Context: an optimization exercise on an open-source flow, tuned for small area, a short achievable clock period and few clock cycles per item. The choices shown serve that exercise and are no tape-out recipe. In this exercise RTL edits were held to simulation tests only and were not proved equivalent to the original.

--- design/flow/config.mk ---
export PLATFORM = sky130hd
export DESIGN_NAME = lac_mma
export DESIGN_NICKNAME = lac_mma
export VERILOG_FILES = /design/flow/design.v
export SDC_FILE = /design/flow/constraint.sdc
export NUM_CORES = 4
export LEC_CHECK = 0
export CAP_MARGIN = 20
export CORE_MARGIN = 2
export CORE_UTILIZATION = 40
export SLEW_MARGIN = 20
--- design/flow/constraint.sdc ---
create_clock -name core_clock -period 75.0 [get_ports {clk}]
set_input_delay 15.0000 -clock core_clock [delete_from_list [all_inputs] [get_ports {clk}]]
set_output_delay 15.0000 -clock core_clock [all_outputs]
set_load 0.01 [all_outputs]
--- design/flow/design.v ---
module fp32_mul (
    input  wire [31:0] a,
    input  wire [31:0] b,
    output reg  [31:0] y
);
    wire       sa = a[31];
    wire       sb = b[31];
    wire [7:0] ea = a[30:23];
    wire [7:0] eb = b[30:23];
    wire       s  = sa ^ sb;
    wire a_nan  = (ea == 8'hFF) && (a[22:0] != 0);
    wire b_nan  = (eb == 8'hFF) && (b[22:0] != 0);
    wire a_inf  = (ea == 8'hFF) && (a[22:0] == 0);
    wire b_inf  = (eb == 8'hFF) && (b[22:0] == 0);
    wire a_zero = (a[30:0] == 0);
    wire b_zero = (b[30:0] == 0);
    wire [23:0] ma = {ea != 0, a[22:0]};
    wire [23:0] mb = {eb != 0, b[22:0]};
    wire [9:0]  ea1 = (ea == 0) ? 10'd1 : {2'b0, ea};
    wire [9:0]  eb1 = (eb == 0) ? 10'd1 : {2'b0, eb};
    wire [47:0] m = ma * mb;
    reg [5:0] k;
    integer i;
    always @* begin
        k = 6'd0;
        for (i = 0; i < 48; i = i + 1)
            if (m[i]) k = i[5:0];
    end
    wire signed [11:0] e_norm = $signed({6'b0, k}) + $signed({2'b0, ea1}) + $signed({2'b0, eb1}) - 12'sd173;
    wire [47:0] mn = m << (6'd47 - k);
    reg [47:0] ms;
    reg        sticky_r;
    reg [11:0] rsh;
    always @* begin
        ms       = mn;
        sticky_r = 1'b0;
        rsh      = 12'd0;
        if (e_norm < 12'sd1) begin
            rsh = 12'd1 - e_norm;
            if (rsh > 12'd48) begin
                ms       = 48'd0;
                sticky_r = (mn != 0);
            end else begin
                ms       = mn >> rsh;
                sticky_r = ((mn & ((48'd1 << rsh) - 48'd1)) != 0);
            end
        end
    end
    wire [7:0]  e_field = (e_norm < 12'sd1) ? 8'd0 : e_norm[7:0];
    wire        guard   = ms[23];
    wire        sticky  = (ms[22:0] != 0) | sticky_r;
    wire        rup     = guard & (sticky | ms[24]);
    wire [30:0] packed_r  = {e_field, ms[46:24]};
    wire [30:0] rounded = packed_r + {30'd0, rup};
    always @* begin
        if (a_nan || b_nan || (a_inf && b_zero) || (b_inf && a_zero))
            y = 32'h7FC00000;
        else if (a_inf || b_inf)
            y = {s, 8'hFF, 23'd0};
        else if (a_zero || b_zero)
            y = {s, 31'd0};
        else if (e_norm > 12'sd254)
            y = {s, 8'hFF, 23'd0};
        else
            y = {s, rounded};
    end
endmodule
module fp32_add (
    input  wire [31:0] a,
    input  wire [31:0] b,
    output reg  [31:0] y
);
    wire a_nan = (a[30:23] == 8'hFF) && (a[22:0] != 0);
    wire b_nan = (b[30:23] == 8'hFF) && (b[22:0] != 0);
    wire a_inf = (a[30:23] == 8'hFF) && (a[22:0] == 0);
    wire b_inf = (b[30:23] == 8'hFF) && (b[22:0] == 0);
    wire        swap = (b[30:0] > a[30:0]);
    wire [31:0] p    = swap ? b : a;
    wire [31:0] q    = swap ? a : b;
    wire [7:0]  ep   = (p[30:23] == 0) ? 8'd1 : p[30:23];
    wire [7:0]  eq   = (q[30:23] == 0) ? 8'd1 : q[30:23];
    wire [23:0] mp   = {p[30:23] != 0, p[22:0]};
    wire [23:0] mq   = {q[30:23] != 0, q[22:0]};
    wire [7:0]  d    = ep - eq;
    wire        sub  = p[31] ^ q[31];
    wire [26:0] qx = {mq, 3'b000};
    reg  [26:0] qa;
    always @* begin
        if (d > 8'd26)
            qa = {26'd0, (mq != 0)};
        else
            qa = (qx >> d) | {26'd0, ((qx & ((27'd1 << d) - 27'd1)) != 0)};
    end
    wire [27:0] px  = {1'b0, mp, 3'b000};
    wire [27:0] sum = sub ? (px - {1'b0, qa}) : (px + {1'b0, qa});
    reg [27:0] n;
    reg [8:0]  e;
    reg [4:0]  lz;
    reg        found;
    integer i;
    always @* begin
        n = sum;
        e = {1'b0, ep};
        lz = 5'd0;
        found = 1'b0;
        if (sum[27]) begin
            n = {1'b0, sum[27:2], sum[1] | sum[0]};
            e = e + 9'd1;
        end else begin
            for (i = 26; i >= 0; i = i - 1)
                if (!found) begin
                    if (sum[i]) found = 1'b1;
                    else lz = lz + 5'd1;
                end
            if ({4'b0, lz} > e - 9'd1) begin
                n = sum << (e - 9'd1);
                e = 9'd1;
            end else begin
                n = sum << lz;
                e = e - {4'b0, lz};
            end
        end
    end
    wire [7:0]  e_field = n[26] ? e[7:0] : 8'd0;
    wire        guard   = n[2];
    wire        sticky  = n[1] | n[0];
    wire        rup     = guard & (sticky | n[3]);
    wire [30:0] packed_r  = {e_field, n[25:3]};
    wire [30:0] rounded = packed_r + {30'd0, rup};
    always @* begin
        if (a_nan || b_nan || (a_inf && b_inf && (a[31] != b[31])))
            y = 32'h7FC00000;
        else if (a_inf)
            y = a;
        else if (b_inf)
            y = b;
        else if (sum == 0)
            y = {a[31] & b[31], 31'd0};
        else if (e > 9'd254)
            y = {p[31], 8'hFF, 23'd0};
        else
            y = {p[31], rounded};
    end
endmodule
module lac_mma (
    input  wire        clk,
    input  wire        rst_n,
    input  wire        in_valid,
    output wire        in_ready,
    input  wire        in_op,
    input  wire [31:0] in_a,
    input  wire [31:0] in_b,
    input  wire [31:0] in_c,
    input  wire [31:0] in_d,
    output reg         out_valid,
    input  wire        out_ready,
    output reg  [31:0] out_data
);
    localparam [31:0] DECAY = 32'h3F7F5C29;
    localparam [31:0] CW    = 32'h3B23D70A;
    wire [31:0] t_decay;    
    wire [31:0] t_m1;       
    wire [31:0] t_m2;       
    wire [31:0] t_sum;
    fp32_mul u_decay (.a(in_a),                .b(DECAY),               .y(t_decay));
    fp32_mul u_m1    (.a(in_op ? in_b : CW),   .b(in_op ? in_c : in_b), .y(t_m1));
    fp32_mul u_m2    (.a(t_m1),                .b(in_op ? in_d : in_c), .y(t_m2));
    fp32_add u_add   (.a(in_op ? in_a : t_decay), .b(t_m2),             .y(t_sum));
    assign in_ready = !out_valid || out_ready;
    always @(posedge clk) begin
        if (!rst_n) begin
            out_valid <= 1'b0;
        end else if (in_valid && in_ready) begin
            out_valid <= 1'b1;
        end else if (out_ready) begin
            out_valid <= 1'b0;
        end
    end
    always @(posedge clk) begin
        if (in_valid && in_ready)
            out_data <= t_sum;
    end
endmodule
--- design/flow/run.sh ---
#!/bin/bash
# synth_recipe.tcl (not shown) runs the flow's synth.tcl, then flattens the netlist and writes it again
# the make line also repeats each setting of config.mk as NAME=value (left out here)
make -C /OpenROAD-flow-scripts/flow DESIGN_CONFIG=/design/flow/config.mk WORK_HOME=/design/flow/orfs CLKGATE_MAP_FILE= SYNTH_SCRIPT=/design/flow/synth_recipe.tcl finish
==> impl_metrics.ini <==
[run_status]
status = timing/DRC/antenna clean

[logic_synthesis]
yosys_register_bits = 33
syn-num-nets = 16000
yosysWarnings = 3
synth_edf_count = 32
ys_seq_area_share_pct = 0.974
ys.flop_type = edfxtp_1
synth_area_um2 = 101000
async_flop_share_pct = 0
synth_cell_types = 142
syn_inst = 13800
syn_area_per_cell_um2 = 7.28

[worst_setup_path]
r2r_slack_ns = 73.75
start_kind = input port
crit_top_cell = nor2_1
reg2regPathDepth = 3
crit_required_ns = 75.12
startpoint = in_c[23]
cp_slowest_cell = fa_2
critPathKind = input port to register
crit_fanout = 21
worst_path_largest_cell_delay_ns = 0.69
reg2reg_from = out_valid
critPathCaptureType = register
r2r-end = out_data[22]
arrival_ns = 72.53

[placed_design]
dp_hpwl_mm = 464
port_buffers = 166
gp_congestion = 1.10
dp_slack_ns = -0.819
placed_cell_area_um2 = 119000
dp.cells = 18600

[clocking]
htree_num_levels = 2
clk_latency_ns = 0.28
tritoncts = yes
numClockSinks = 33
cts_made_buffers = 5
clk_pin_slew_ns = 0.05
root_buffer = clkbuf_16
cts_max_path_buffers = 2

[timing]
fin_hold_ws_ns = 0.531
hold_violations = 0
setup-violations-final = 0
postLayoutSetupSlackWorst_ns = 2.60
fin_skew_ns = 0.00397
fmax_mhz = 13.8
min_period_ns = 72.40
finalCritPeriodShare_pct = 96.5
final_max_slew_viol_count = 0
relSlewSlack_pct = 17.1
tns_ns = 0
worst_pin_slew_ns = 1.23

[floorplanning]
die_x_um = 506
dieArea_um2 = 256000
fp.coreArea_um2 = 251000
io_pins = 167
rows = 184
die_h_um = 506
initial_core_util_pct = 40.1

[layout]
final_util_pct = 49.0
fillerInstances = 25700
multi_input_area_um2 = 93200
area_growth_pct = 22.2
regArea_um2 = 981
final_common_cell = buf_4
final_cell_mix = 2001 x buf_4, 1728 x nand2_1, 1663 x inv_1
drive_gt1_share_pct = 19.0
nNetsFinal = 17400
fin_cells = 18700
postLayoutCellArea_um2 = 123000

[routing]
vias = 118000
firstDrtPassIters = 7
drc = 0
wl_mm = 564
wl_per_cell_um = 30.1
via_per_inst = 6.32
ant_nets = 0
drtIter0Drc = 14300

[run]
cap_violations = 0

[global_routing]
grt_max_degree = 76
grt_pass1_wl_mm = 810
grt_pass1_vias = 116000
gr-usage-all-layers_pct = 42.3
antenna_found_initial = 39
gr-total-overflow = 0

[hold_path]
hold_end = out_valid
whs_path_depth = 2
min_from = out_valid
min_path_type = register to register
## layout make-up
| class | count | area share (%) |
|---|---|---|
| multi-input cells | 11300 | 75.7 |
| inverters | 1691 | 5.17 |
| diodes | 21 | 0.0427 |
| well taps | 3348 | 3.40 |
| flip-flops and latches | 33 | 0.797 |
| repair buffers | 2248 | 14.7 |
| clock buffers | 8 | 0.119 |
## routing by layer
metal,up-vias,share of wire [%],track usage (%)
met1,57700,39,54.2
li1,51700,-,-
met4,26,7.9,25.2
met2,6905,43,66.1
met3,1775,9.6,8.00
met5,-,0.030,0
## state kept, by name, indices dropped and copies added (netlist names)
signal	cells
out_data	32
out_valid	1
## Yosys cell counts, types with 53 or more instances
library cell / n / share of area (%)
a31oi_1: 135 / 0.84
nand4_1: 133 / 0.83
mux2_2: 138 / 1.5
a21o_1: 160 / 1.2
xnor2_1: 239 / 2.1
or3_1: 86 / 0.53
nand2b_1: 105 / 0.65
or2_2: 67 / 0.42
o21a_1: 91 / 0.68
and2_1: 197 / 1.2
a221oi_1: 76 / 0.66
o21ai_0: 597 / 3.0
a211oi_1: 165 / 1.2
a21oi_1: 787 / 3.9
buf_2: 53 / 0.26
ha_1: 771 / 9.6
buf_1: 72 / 0.27
nand3_1: 440 / 2.2
o22ai_1: 171 / 1.1
and3_1: 275 / 1.7
o221ai_1: 102 / 0.89
nor4_1: 127 / 0.79
o31ai_1: 86 / 0.64
fa_1: 1218 / 24
o21bai_1: 61 / 0.45
o211ai_1: 142 / 1.1
clkbuf_1: 647 / 2.4
nor2_1: 1177 / 4.4
inv_1: 1670 / 6.2
nor2b_1: 71 / 0.44
nor3_1: 314 / 1.6
xor2_1: 131 / 1.1
mux2i_1: 267 / 2.7
a22oi_1: 119 / 0.89
nand2_1: 1748 / 6.5
## timing repair
action | CTS | global route
hold buffers | 0 | 0
cloned | 0 | 4
pin swaps | 0 | 140
gates resized for setup | 25 | 552
endpoints found under the setup margin | 29 | 31
buffers inserted | 0 | 94
## logic make-up after synthesis
kind of cell | share of synthesized area (%)
fa+ha+maj | 33.9
simple gates | 23.2
compound gates | 24.4
buf+inv | 9.27
xor+xnor | 3.54
flops | 0.974
mux | 4.70
## how the worst max path moves through the flow
| stage | end | slack [ns] | depth (start not counted) |
|---|---|---|---|
| after floorplan | out_data[26] | 0.008 | 314 |
| after global placement | out_data[25] | -0.79 | 310 |
| after detailed placement | out_data[26] | -0.82 | 312 |
| after CTS | out_data[25] | 0.02 | 304 |
| after global routing | out_data[29] | -0.37 | 316 |
| final | out_data[26] | 2.60 | 301 |
## critical path: cells and delay by family
family                     cells  cell delay [ns]
AOI/OAI and AO/OA            104            18.82
and+or+nand+nor               81            11.10
xor gates and xnor gates      11             2.09
buffers and inverters         44             6.24
muxes                         16             3.45
adders and majority gates     45            15.73
Testbench counts, summed over its fixed seeds: cycles 9,608, items 9,600.

==> static timing again, ports no longer ideal <==
No port has a modelled driver above. Below, the same layout with a new extraction and two added sets of constraints.
Step 1 sets driving cells, clkbuf_16 on the clock port and buf_2 on the other inputs (assumed; they add their load-dependent delay and slew).
Step 2 times the ports against the registers' clock, not the clock port: input delays grow and output delays shrink by t, the midpoint of the rising clock arrivals with the driver on.
Three values: ideal, step 1, step 2; two values: the first two.
t, ns: 0.306
setup slack, ns: 2.596 / 2.424 / 2.118
worst hold slack (ns): 0.531 / 0.531 / 0.531
worst setup path after step 2: input to register
cell pins on the clock port's net: 1
After both steps setup and hold are still met in this run. The setup slack of this run moves by -0.172 ns with the drivers and by -0.478 ns with both steps.
